This design comes from an exercise in tuning for small area, a short achievable clock period and few clock cycles per item on the open sky130 flow, not from production work. The RTL was checked by simulation tests, not by an equivalence proof against the original design. Power figures rest on the tool's default switching activity, not on a simulated workload.

===== design/flow/run.sh =====
#!/bin/bash
# synth_recipe.tcl (not shown) runs the flow's synth.tcl, then flattens the netlist and writes it again
# the make line also repeats each setting of config.mk as NAME=value (left out here)
make -C /OpenROAD-flow-scripts/flow DESIGN_CONFIG=/design/flow/config.mk WORK_HOME=/design/flow/orfs CLKGATE_MAP_FILE= SYNTH_SCRIPT=/design/flow/synth_recipe.tcl finish

===== design/flow/config.mk =====
export PLATFORM = sky130hd
export DESIGN_NAME = gp_core
export DESIGN_NICKNAME = gp_core
export VERILOG_FILES = /design/flow/design.v
export SDC_FILE = /design/flow/constraint.sdc
export NUM_CORES = 8
export LEC_CHECK = 0
export CAP_MARGIN = 20
export CORE_MARGIN = 2
export CORE_UTILIZATION = 30
export SLEW_MARGIN = 20

===== design/flow/constraint.sdc =====
create_clock -name core_clock -period 11.0 [get_ports {clk}]
set_input_delay 2.2000 -clock core_clock [delete_from_list [all_inputs] [get_ports {clk}]]
set_output_delay 2.2000 -clock core_clock [all_outputs]
set_load 0.01 [all_outputs]

===== design/flow/design.v =====
module gp_mul (
    input  wire         clk,
    input  wire         rst,
    input  wire         start,
    input  wire [63:0]  a,
    input  wire [63:0]  b,
    output reg          busy,
    output wire         done,
    output wire [127:0] product
);
    reg  [63:0]  mcand;      
    reg  [63:0]  mplier;     
    reg  [127:0] acc;        
    reg          neg;        
    reg  [6:0]   count;
    wire [63:0] mag_a = a[63] ? (~a + 64'd1) : a;
    wire [63:0] mag_b = b[63] ? (~b + 64'd1) : b;
    wire [64:0] upper = {1'b0, acc[127:64]} + (mplier[0] ? {1'b0, mcand} : 65'd0);
    assign done    = busy && (count == 7'd64);
    assign product = neg ? (~acc + 128'd1) : acc;
    always @(posedge clk) begin
        if (rst) begin
            busy  <= 1'b0;
            count <= 7'd0;
        end else if (start) begin
            busy   <= 1'b1;
            count  <= 7'd0;
            mcand  <= mag_a;
            mplier <= mag_b;
            acc    <= 128'd0;
            neg    <= a[63] ^ b[63];
        end else if (busy) begin
            if (count == 7'd64) begin
                busy <= 1'b0;
            end else begin
                acc    <= {upper, acc[63:1]};
                mplier <= {1'b0, mplier[63:1]};
                count  <= count + 7'd1;
            end
        end
    end
endmodule
module gp_div (
    input  wire        clk,
    input  wire        rst,
    input  wire        start,
    input  wire [63:0] a,
    input  wire [63:0] b,
    output reg         busy,
    output wire        done,
    output wire [63:0] quotient,
    output wire [63:0] remainder
);
    reg  [63:0] divisor;     
    reg  [63:0] quo;         
    reg  [63:0] rem;         
    reg         neg_q;
    reg         neg_r;
    reg  [6:0]  count;
    wire [63:0] mag_a = a[63] ? (~a + 64'd1) : a;
    wire [63:0] mag_b = b[63] ? (~b + 64'd1) : b;
    wire [64:0] shifted = {rem, quo[63]};
    wire [64:0] diff    = shifted - {1'b0, divisor};
    wire        fits    = !diff[64];
    assign done      = busy && (count == 7'd64);
    assign quotient  = neg_q ? (~quo + 64'd1) : quo;
    assign remainder = neg_r ? (~rem + 64'd1) : rem;
    always @(posedge clk) begin
        if (rst) begin
            busy  <= 1'b0;
            count <= 7'd0;
        end else if (start) begin
            busy    <= 1'b1;
            count   <= 7'd0;
            divisor <= mag_b;
            quo     <= mag_a;
            rem     <= 64'd0;
            neg_q   <= a[63] ^ b[63];
            neg_r   <= a[63];
        end else if (busy) begin
            if (count == 7'd64) begin
                busy <= 1'b0;
            end else begin
                rem   <= fits ? diff[63:0] : shifted[63:0];
                quo   <= {quo[62:0], fits};
                count <= count + 7'd1;
            end
        end
    end
endmodule
module gp_core (
    input  wire        clk,
    input  wire        rst,           
    input  wire        cmd_valid,
    output wire        cmd_ready,
    input  wire [31:0] cmd,
    input  wire [63:0] d,
    input  wire        alias_b_last,  
    output reg         rsp_valid,
    output reg  [63:0] q,
    output reg  [2:0]  err
);
    localparam [2:0] E_NONE  = 3'd0, E_FIELD = 3'd1, E_DIV0 = 3'd2,
                     E_OVFL  = 3'd3, E_UNFL  = 3'd4, E_ILLEGAL = 3'd5;
    localparam [7:0] OP_ADD  = 8'h10, OP_SUB  = 8'h11, OP_AND  = 8'h12,
                     OP_OR   = 8'h13, OP_XOR  = 8'h14, OP_CMP  = 8'h15,
                     OP_SHL  = 8'h16, OP_SHR  = 8'h17, OP_SAR  = 8'h18,
                     OP_MULS = 8'h19, OP_DIVS = 8'h1A, OP_SEXT = 8'h1B,
                     OP_SWRD = 8'h30, OP_RFRD = 8'h50, OP_RFWR = 8'h51,
                     OP_RESET = 8'h52;
    localparam signed [5:0] STK_TOP = 6'sd15;
    localparam [1:0] S_IDLE = 2'd0, S_MUL = 2'd1, S_DIV = 2'd2;
    reg [63:0] x [0:3];           
    reg [31:0] sw;                
    reg [31:0] ptr0, ptr1, cnt0, cnt1, pc, sb;
    reg [15:0] ofs0, ofs1, ix0, ix1, ixs0, ixs1, cnts0, cnts1, sp;
    reg [7:0]  stk_mem [0:15];    
    reg signed [5:0] stk_ptr;     
    wire sw_c = sw[31];
    wire [1:0] sw_os = sw[19:18];
    wire [7:0] op = cmd[31:24];
    wire [1:0] ra = cmd[23:22];
    wire [1:0] rb = cmd[21:20];
    wire [1:0] ci = cmd[19:18];
    wire [1:0] wf = cmd[17:16];
    wire [7:0] f  = cmd[15:8];
    reg known, use_ra, use_rb, use_ci, use_w, use_f;
    always @(*) begin
        known = 1'b1; use_ra = 1'b0; use_rb = 1'b0;
        use_ci = 1'b0; use_w = 1'b0; use_f = 1'b0;
        if (op == OP_ADD || op == OP_SUB) begin
            use_ra = 1'b1; use_rb = 1'b1; use_ci = 1'b1;
        end else if ((op >= OP_AND && op <= OP_CMP) || op == OP_MULS || op == OP_DIVS) begin
            use_ra = 1'b1; use_rb = 1'b1;
        end else if (op >= OP_SHL && op <= OP_SAR) begin
            use_ra = 1'b1;
        end else if (op == OP_SEXT) begin
            use_ra = 1'b1; use_w = 1'b1;
        end else if (op >= 8'h20 && op <= 8'h2F) begin
            use_ra = 1'b1;
        end else if (op >= 8'h30 && op <= 8'h4F) begin
        end else if (op == OP_RFRD || op == OP_RFWR) begin
            use_f = 1'b1;
        end else if (op == OP_RESET) begin
        end else if (op >= 8'h60 && op <= 8'h67) begin
        end else begin
            known = 1'b0;
        end
    end
    wire illegal = !known
                 || (cmd[7:0] != 8'd0)
                 || (!use_ra && ra != 2'd0)
                 || (!use_rb && rb != 2'd0)
                 || (!use_ci && ci != 2'd0)
                 || (!use_w  && wf != 2'd0)
                 || (!use_f  && f  != 8'd0)
                 || (use_ci && ci == 2'd3)
                 || (use_f  && f > 8'd14);
    function [63:0] sext;
        input [63:0] v;
        input [1:0]  sz;
        begin
            case (sz)
                2'd0: sext = {{56{v[7]}},  v[7:0]};
                2'd1: sext = {{48{v[15]}}, v[15:0]};
                2'd2: sext = {{32{v[31]}}, v[31:0]};
                default: sext = v;
            endcase
        end
    endfunction
    function [63:0] zext;
        input [63:0] v;
        input [1:0]  sz;
        begin
            case (sz)
                2'd0: zext = {56'd0, v[7:0]};
                2'd1: zext = {48'd0, v[15:0]};
                2'd2: zext = {32'd0, v[31:0]};
                default: zext = v;
            endcase
        end
    endfunction
    wire [63:0] a = x[ra];
    wire [63:0] b = x[rb];
    wire cin = (ci == 2'd0) ? 1'b0 : (ci == 2'd1) ? 1'b1 : sw_c;
    wire [63:0] add_raw = a + b + {63'd0, cin};
    wire [63:0] sub_raw = a - b - {63'd0, cin};
    wire [63:0] add_r   = sext(add_raw, sw_os);
    wire [63:0] sub_r   = sext(sub_raw, sw_os);
    wire        big_shift = |d[63:6];
    wire [5:0]  shamt     = d[5:0];
    wire [63:0] shl_r = sext(big_shift ? 64'd0 : (a << shamt), sw_os);
    wire [63:0] shr_r = sext(big_shift ? 64'd0 : (zext(a, sw_os) >> shamt), sw_os);
    wire [63:0] sar_r = $signed(a) >>> (big_shift ? 6'd63 : shamt);
    wire [3:0]  st_sz = op[1:0] == 2'd0 ? 4'd1 : op[1:0] == 2'd1 ? 4'd2 :
                        op[1:0] == 2'd2 ? 4'd4 : 4'd8;      
    wire signed [5:0] st_n     = $signed({2'd0, st_sz});
    wire signed [5:0] push_ptr = stk_ptr - st_n;    
    wire signed [5:0] pop_ptr  = stk_ptr + st_n;    
    wire        push_ovf = push_ptr < -6'sd1;
    wire        pop_unf  = pop_ptr > 6'sd15;
    reg [63:0] pop_val;
    integer k;
    always @(*) begin
        pop_val = 64'd0;
        for (k = 0; k < 8; k = k + 1)
            if (k < {28'd0, st_sz})
                pop_val[8*k +: 8] = stk_mem[stk_ptr[3:0] + 4'd1 + k[3:0]];
    end
    reg [31:0] spr_rd;
    always @(*) begin
        case (f[3:0])
            4'd0:  spr_rd = ptr0;
            4'd1:  spr_rd = ptr1;
            4'd2:  spr_rd = {16'd0, ofs0};
            4'd3:  spr_rd = {16'd0, ofs1};
            4'd4:  spr_rd = {16'd0, ix0};
            4'd5:  spr_rd = {16'd0, ix1};
            4'd6:  spr_rd = {16'd0, ixs0};
            4'd7:  spr_rd = {16'd0, ixs1};
            4'd8:  spr_rd = cnt0;
            4'd9:  spr_rd = cnt1;
            4'd10: spr_rd = {16'd0, cnts0};
            4'd11: spr_rd = {16'd0, cnts1};
            4'd12: spr_rd = pc;
            4'd13: spr_rd = sb;
            default: spr_rd = {16'd0, sp};
        endcase
    end
    reg        wr_a;              
    reg [63:0] res_a;
    reg [31:0] sw_n;
    reg [63:0] q_n;
    reg [2:0]  err_n;
    reg        do_reset;
    reg        do_rfwr;
    reg        do_push, do_pop;
    reg        start_mul, start_div;
    always @(*) begin
        wr_a = 1'b0; res_a = 64'd0; sw_n = sw; q_n = 64'd0; err_n = E_NONE;
        do_reset = 1'b0; do_rfwr = 1'b0; do_push = 1'b0; do_pop = 1'b0;
        start_mul = 1'b0; start_div = 1'b0;
        if (illegal) begin
            err_n = E_ILLEGAL;
        end else begin
            case (op)
                OP_ADD: begin
                    wr_a = 1'b1; res_a = add_r;
                    sw_n[31] = add_raw < a;
                    sw_n[30] = (a[63] == b[63]) && (add_r[63] != a[63]);
                    sw_n[29] = add_r == 64'd0;
                    sw_n[28] = add_r[63];
                end
                OP_SUB: begin
                    wr_a = 1'b1; res_a = sub_r;
                    sw_n[31] = !(sub_raw > a);
                    sw_n[30] = (a[63] != b[63]) && (sub_r[63] != a[63]);
                    sw_n[29] = sub_r == 64'd0;
                    sw_n[28] = sub_r[63];
                end
                OP_AND, OP_OR, OP_XOR, OP_SHL, OP_SHR, OP_SAR: begin
                    wr_a = 1'b1;
                    case (op)
                        OP_AND:  res_a = sext(a & b, sw_os);
                        OP_OR:   res_a = sext(a | b, sw_os);
                        OP_XOR:  res_a = sext(a ^ b, sw_os);
                        OP_SHL:  res_a = shl_r;
                        OP_SHR:  res_a = shr_r;
                        default: res_a = sar_r;
                    endcase
                    sw_n[29] = res_a == 64'd0;
                    sw_n[28] = res_a[63];
                end
                OP_CMP: begin
                    sw_n[31] = a >= b;
                    sw_n[30] = (!a[63] && b[63]) || ((a[63] == b[63]) && (a >= b));
                    sw_n[29] = a == b;
                end
                OP_MULS: start_mul = 1'b1;
                OP_DIVS: begin
                    if (b == 64'd0) err_n = E_DIV0;
                    else            start_div = 1'b1;
                end
                OP_SEXT: begin
                    wr_a = 1'b1; res_a = sext(a, wf);
                end
                8'h20, 8'h21, 8'h22, 8'h23, 8'h24, 8'h25, 8'h26, 8'h27: begin
                    wr_a = 1'b1; res_a = sext(d, op[1:0]);
                end
                8'h28, 8'h29, 8'h2A, 8'h2B: q_n = zext(a, op[1:0]);
                8'h2C, 8'h2D, 8'h2E, 8'h2F: q_n = sext(a, op[1:0]);
                OP_SWRD: q_n = {32'd0, sw};
                8'h31: sw_n[31] = 1'b1;
                8'h32: sw_n[31] = 1'b0;
                8'h33: q_n = {63'd0, sw[31]};
                8'h34: sw_n[30] = 1'b1;
                8'h35: sw_n[30] = 1'b0;
                8'h36: q_n = {63'd0, sw[30]};
                8'h37: sw_n[29] = 1'b1;
                8'h38: sw_n[29] = 1'b0;
                8'h39: q_n = {63'd0, sw[29]};
                8'h3A: sw_n[28] = 1'b1;
                8'h3B: sw_n[28] = 1'b0;
                8'h3C: q_n = {63'd0, sw[28]};
                8'h3D: sw_n[24] = 1'b1;
                8'h3E: sw_n[24] = 1'b0;
                8'h3F: q_n = {63'd0, sw[24]};
                8'h40: if (d > 64'd7) err_n = E_FIELD; else sw_n[27:25] = d[2:0];
                8'h41: q_n = {61'd0, sw[27:25]};
                8'h42: if (d > 64'd3) err_n = E_FIELD; else sw_n[23:22] = d[1:0];
                8'h43: q_n = {62'd0, sw[23:22]};
                8'h44: if (d > 64'd1) err_n = E_FIELD; else sw_n[21] = d[0];
                8'h45: q_n = {63'd0, sw[21]};
                8'h46: if (d > 64'd1) err_n = E_FIELD; else sw_n[20] = d[0];
                8'h47: q_n = {63'd0, sw[20]};
                8'h48: if (d > 64'd3) err_n = E_FIELD; else sw_n[19:18] = d[1:0];
                8'h49: q_n = {62'd0, sw[19:18]};
                8'h4A: if (d > 64'd3) err_n = E_FIELD; else sw_n[17:16] = d[1:0];
                8'h4B: q_n = {62'd0, sw[17:16]};
                8'h4C: sw_n[15:8] = d[7:0];
                8'h4D: q_n = {56'd0, sw[15:8]};
                8'h4E: sw_n[7:0] = d[7:0];
                8'h4F: q_n = {56'd0, sw[7:0]};
                OP_RFRD: q_n = {32'd0, spr_rd};
                OP_RFWR: do_rfwr = 1'b1;
                OP_RESET: do_reset = 1'b1;
                8'h60, 8'h61, 8'h62, 8'h63: begin
                    if (push_ovf) err_n = E_OVFL;
                    else          do_push = 1'b1;
                end
                default: begin  
                    if (pop_unf) err_n = E_UNFL;
                    else begin
                        do_pop = 1'b1;
                        q_n = pop_val;
                    end
                end
            endcase
        end
    end
    reg  [1:0]  state;
    reg  [1:0]  op_ra, op_rb;     
    reg         op_alias_b;
    reg         op_w64;
    assign cmd_ready = (state == S_IDLE);
    wire accept = cmd_valid && cmd_ready;
    wire         mul_busy, mul_done, div_busy, div_done;
    wire [127:0] mul_p;
    wire [63:0]  div_q, div_r;
    gp_mul u_mul (
        .clk(clk), .rst(rst), .start(accept && start_mul),
        .a(a), .b(b), .busy(mul_busy), .done(mul_done), .product(mul_p)
    );
    gp_div u_div (
        .clk(clk), .rst(rst), .start(accept && start_div),
        .a(a), .b(b), .busy(div_busy), .done(div_done),
        .quotient(div_q), .remainder(div_r)
    );
    integer i;
    always @(posedge clk) begin
        if (rst) begin
            state     <= S_IDLE;
            rsp_valid <= 1'b0;
            q         <= 64'd0;
            err       <= E_NONE;
            for (i = 0; i < 4; i = i + 1) x[i] <= 64'd0;
            sw    <= 32'd0;
            ptr0  <= 32'd0; ptr1 <= 32'd0; cnt0 <= 32'd0; cnt1 <= 32'd0;
            pc    <= 32'd0; sb   <= 32'hFFFE0000;
            ofs0  <= 16'd0; ofs1 <= 16'd0; ix0 <= 16'd0; ix1 <= 16'd0;
            ixs0  <= 16'd0; ixs1 <= 16'd0; cnts0 <= 16'd0; cnts1 <= 16'd0;
            sp    <= 16'hFFFF;
            stk_ptr <= STK_TOP;
        end else begin
            rsp_valid <= 1'b0;
            case (state)
                S_IDLE: if (accept) begin
                    if (start_mul || start_div) begin
                        state      <= start_mul ? S_MUL : S_DIV;
                        op_ra      <= ra;
                        op_rb      <= rb;
                        op_alias_b <= alias_b_last;
                        op_w64     <= (sw_os == 2'd3);
                    end else begin
                        rsp_valid <= 1'b1;
                        q         <= q_n;
                        err       <= err_n;
                        if (do_reset) begin
                            for (i = 0; i < 4; i = i + 1) x[i] <= 64'd0;
                            sw    <= 32'd0;
                            ptr0  <= 32'd0; ptr1 <= 32'd0; cnt0 <= 32'd0; cnt1 <= 32'd0;
                            pc    <= 32'd0; sb   <= 32'hFFFE0000;
                            ofs0  <= 16'd0; ofs1 <= 16'd0; ix0 <= 16'd0; ix1 <= 16'd0;
                            ixs0  <= 16'd0; ixs1 <= 16'd0; cnts0 <= 16'd0; cnts1 <= 16'd0;
                            sp    <= 16'hFFFF;
                        end else begin
                            sw <= sw_n;
                            if (wr_a) x[ra] <= res_a;
                        end
                        if (do_rfwr) begin
                            case (f[3:0])
                                4'd0:  ptr0  <= d[31:0];
                                4'd1:  ptr1  <= d[31:0];
                                4'd2:  ofs0  <= d[15:0];
                                4'd3:  ofs1  <= d[15:0];
                                4'd4:  ix0   <= d[15:0];
                                4'd5:  ix1   <= d[15:0];
                                4'd6:  ixs0  <= d[15:0];
                                4'd7:  ixs1  <= d[15:0];
                                4'd8:  cnt0  <= d[31:0];
                                4'd9:  cnt1  <= d[31:0];
                                4'd10: cnts0 <= d[15:0];
                                4'd11: cnts1 <= d[15:0];
                                4'd12: pc    <= d[31:0];
                                4'd13: sb    <= d[31:0];
                                default: sp  <= d[15:0];
                            endcase
                        end
                        if (do_push) begin
                            for (i = 0; i < 8; i = i + 1)
                                if (i < {28'd0, st_sz})
                                    stk_mem[push_ptr[3:0] + 4'd1 + i[3:0]] <= d[8*i +: 8];
                            stk_ptr <= push_ptr;
                        end
                        if (do_pop)
                            stk_ptr <= pop_ptr;
                    end
                end
                S_MUL: if (mul_done) begin
                    state     <= S_IDLE;
                    rsp_valid <= 1'b1;
                    q         <= 64'd0;
                    err       <= E_NONE;
                    if (op_w64) begin
                        if (op_ra == op_rb)
                            x[op_ra] <= op_alias_b ? mul_p[127:64] : mul_p[63:0];
                        else begin
                            x[op_ra] <= mul_p[63:0];
                            x[op_rb] <= mul_p[127:64];
                        end
                        sw[29] <= mul_p == 128'd0;
                        sw[28] <= mul_p[127];
                    end else begin
                        x[op_ra] <= mul_p[63:0];
                        sw[29]   <= mul_p[63:0] == 64'd0;
                        sw[28]   <= mul_p[63];
                    end
                end
                S_DIV: if (div_done) begin
                    state     <= S_IDLE;
                    rsp_valid <= 1'b1;
                    q         <= 64'd0;
                    err       <= E_NONE;
                    if (op_ra == op_rb)
                        x[op_ra] <= op_alias_b ? div_r : div_q;
                    else begin
                        x[op_ra] <= div_q;
                        x[op_rb] <= div_r;
                    end
                    sw[29] <= div_q == 64'd0;
                    sw[28] <= div_q[63];
                    sw[30] <= div_r[63];
                end
                default: state <= S_IDLE;
            endcase
        end
    end
endmodule

==> flow_metrics.py <==
metrics = {
    "clocking": {
        "insertion_delay_ns": 0.99,
        "tritoncts": "built",
        "clkSinkCount": 1301,
        "numCtsBuffers": 163,
        "cts_setup_buffers": 0,
        "cts_hold_buf": 0,
        "cts_buffer_depth": 4,
        "htree_num_levels": 4,
        "cts.clk_slew.worst_paths_ns": 0.06,
        "cts_root_buf": "clkbuf_16",
        "ctsResizeCount": 0,
    },
    "grt": {
        "grt-busiest-layer": "met2",
        "grt_pass1_wl_mm": 1150,
        "met2_usage_pct": 55.5,
        "grt_overflow": 0,
        "first_global_vias": 129000,
        "grt_max_degree": 171,
        "antenna_found_initial": 107,
        "met1_usage_pct": 47.4,
        "use_met3_pct": 13.4,
        "grt_usage_pct": 39.1,
    },
    "logic_synthesis": {
        "synth_edf_count": 841,
        "synth-seq-cells": 1301,
        "ys_seq_area_share_pct": 27.5,
        "synth-compound-area-share_pct": 25.1,
        "synth_area_um2": 125000,
        "synth_nets": 16300,
        "synth_top_family_by_area": "compound AO/OA/AOI/OAI gates",
        "synth_cell_type_count": 106,
        "synth_flop_cell": "edfxtp_1",
        "synth_fa_ha_area_share_pct": 6.26,
        "syn_avg_cell_area_um2": 8.02,
        "synth-simple-area-share_pct": 19.6,
        "ys_async_sr_fraction_pct": 0,
        "yosysWarnings": 3,
        "synth_xor_area_share_pct": 4.57,
        "syn_inst": 15600,
        "synthMuxAreaShare_pct": 11.6,
    },
    "timing": {
        "period_needed_ns": 9.72,
        "drv_slew": 0,
        "rsz0062_at_grt": "no",
        "finalSetupViolations": 0,
        "totalNegativeSetupSlack_ns": 0,
        "period_share_pct": 88.4,
        "timing.final.hold_violations": 0,
        "slew_headroom_pct": 5.39,
        "tightest_slew_ns": 1.42,
        "fmax_ghz": 0.103,
        "whs_ns": 0.452,
        "finClkSkew_ns": 0.103,
    },
    "hold_path": {
        "hold_end": "q[23]",
        "hold_depth": 2,
        "min-delay-path-class": "reg2reg",
        "min_from": "q[23]",
    },
    "run": {
        "maxCapViolCount": 0,
    },
    "die": {
        "fp-row-count": 237,
        "die_w_um": 650,
        "start_util_pct": 30.1,
        "ios": 169,
        "fp.dieH_um": 650,
        "die_area_um2": 422000,
        "core-area_um2": 416000,
    },
    "detailed_routing": {
        "routedWlPerCell_um": 40.6,
        "wirelength_mm": 866,
        "ant_nets": 0,
        "dr_total_vias": 143000,
        "drcViolationCount": 0,
        "firstDrtPassIters": 12,
        "vias_per_cell": 6.71,
        "drt_iter0_markers": 25000,
    },
    "worst_setup_path": {
        "cp.required_ns": 11.91,
        "worstPathMaxFanout": 33,
        "crit_slowest_cell": "o22ai_1",
        "cp_data_arrival_time_ns": 10.63,
        "rrSetupSlack_ns": 2.41,
        "crit_path_frequent_cell": "a21oi_1",
        "reg2reg_depth": 33,
        "setup.worst_path.end_class": "flop",
        "startpoint": "cmd[22]",
        "critPathLaunchType": "input pin",
        "path_class": "in2reg",
        "cpPeakStageDelay_ns": 0.57,
        "r2r_start": "x[0][4]",
        "worstReg2RegEnd": "sw[31]",
    },
    "placement": {
        "io_buffers": 168,
        "finalWeightedCongestion": 1.10,
        "hpwlAfterDp_mm": 669,
    },
    "status": {
        "status": "timing/DRC/antenna clean",
    },
    "layout": {
        "mostFrequentLayoutCells": "nand2_1 (1,903), a21oi_1 (1,429), nor2_1 (1,234), o21ai_0 (1,057), buf_4 (897)",
        "layout_commonest_cell": "nand2_1",
        "area_growth_pct": 13.8,
        "drive_gt1_share_pct": 12.3,
        "nNetsFinal": 16300,
        "post-route-util_pct": 34.2,
    },
    "pwr": {
        "finalPower_uw": 16200,
        "irDropWorstVdd_mv": 0.120,
        "powerDensity_nw_per_um2": 114,
        "p_leak_uw": 0.0522,
    },
}
[through the flow]
| step | cells | worst slack (ns) | cell area [um2] |
|---|---|---|---|
| 2_1_floorplan | 15600 | 0.115 | 125000 |
| 3_3_place_gp | 20900 | 0.129 | 137000 |
| 3_5_place_dp | 20900 | 0.463 | 137000 |
| 4_1_cts | 21200 | 1.43 | 142000 |
| 5_1_grt | 21200 | 0.797 | 142000 |
| 6_report | 21300 | 1.28 | 142000 |
[synth_stat cells (all sizes together), types with 403 or more instances]
master	n	share of area, %
nor2	1259	3.8
inv	449	1.3
ha	613	6.1
o21ai	1099	4.4
dfxtp	460	7.4
nand2	1916	5.7
a21oi	1441	5.8
mux2i	555	4.4
nand3	695	2.8
edfxtp	841	20
clkbuf	1055	3.2
xnor2	403	2.8
o22ai	427	2.1
[flip-flops by register name (all words and copies together) (netlist names), 64 cells and up]
name / count
q: 64
stk_mem: 128
u_div.divisor: 64
u_div.quo: 64
u_div.rem: 64
u_mul.acc: 128
u_mul.mcand: 64
u_mul.mplier: 64
x: 256
[layer usage]
layer	part of all wire (%)	up-vias
li1	-	58500
met5	0.060	-
met2	40	11500
met4	10	54
met3	13	2788
met1	37	70100
[report_power, final]
group	total, uW	leakage [uW]	internal [uW]	switching (uW)
sequential	5280	0.0116	5220	60.3
combinational	5290	0.0380	1470	3820
clock	5640	0.00260	3240	2400
[cells by family (layout without fill, tap and decap cells)]
family,after synthesis,count (layout)
other,0,88
buffers and inverters,1735,1842
multiplexers,1039,1039
AND/OR/NAND/NOR,5320,5320
adder cells (fa/ha/maj),621,621
AO/OA/AOI/OAI,4945,4945
flip-flops,1301,1301
XOR/XNOR,653,653
[worst max-delay path, delay by kind of cell]
kind / cells / cell delay [ns]
multiplexers: 1 / 0.52
AO/OA/AOI/OAI: 19 / 4.03
buffers and inverters: 6 / 1.54
XOR/XNOR: 1 / 0.25
adder cells (fa/ha/maj): 3 / 0.93
AND/OR/NAND/NOR: 6 / 1.07
[worst max path at each step]
stage | to | slack [ns]
final | sw[31] | 1.28
after global routing | sw[31] | 0.80
after CTS | sw[31] | 1.43
after floorplan | u_mul.acc[0] | 0.12
after global placement | sw[29] | 0.13
after detailed placement | sw[31] | 0.46
[layout make-up]
| class | instances | area [um2] |
|---|---|---|
| multi-input combinational | 12600 | 84900 |
| inverter | 460 | 1730 |
| timing repair buffer | 1092 | 8850 |
| antenna | 88 | 220 |
| clock inverter | 79 | 906 |
| sequential | 1301 | 34500 |
| tap | 5497 | 6880 |
| clock buffer | 211 | 4450 |
| fill | 43900 | 274000 |
Testbench counts, summed over its fixed seeds: cycles 133,398, items 16,000.

## static timing again, ports no longer ideal
How much do the figures lean on ideal ports? The routed layout below was timed once more, with nothing changed but the port constraints. Step 1 assumes that a clkbuf_16 drives the clock port and a buf_2 every other input. Step 2 times the ports against the registers' clock, not the clock port: input delays grow and output delays shrink by t, the midpoint of the rising clock arrivals with the driver on. a / b / c = ideal ports / drivers / drivers and shift; a / b = the first two.
shift t [ns]: 1.035
slack for setup (ns): 1.278 / 1.165 / 0.130
hold WS [ns]: 0.452 / 0.452 / 0.452
worst setup path after step 2: input to register
slew at the worst register clock pin (ns): 0.09 / 0.09
After both steps this run still meets setup and hold. For this run, drivers alone change the setup slack by -0.113 ns; drivers and shift together by -1.148 ns.
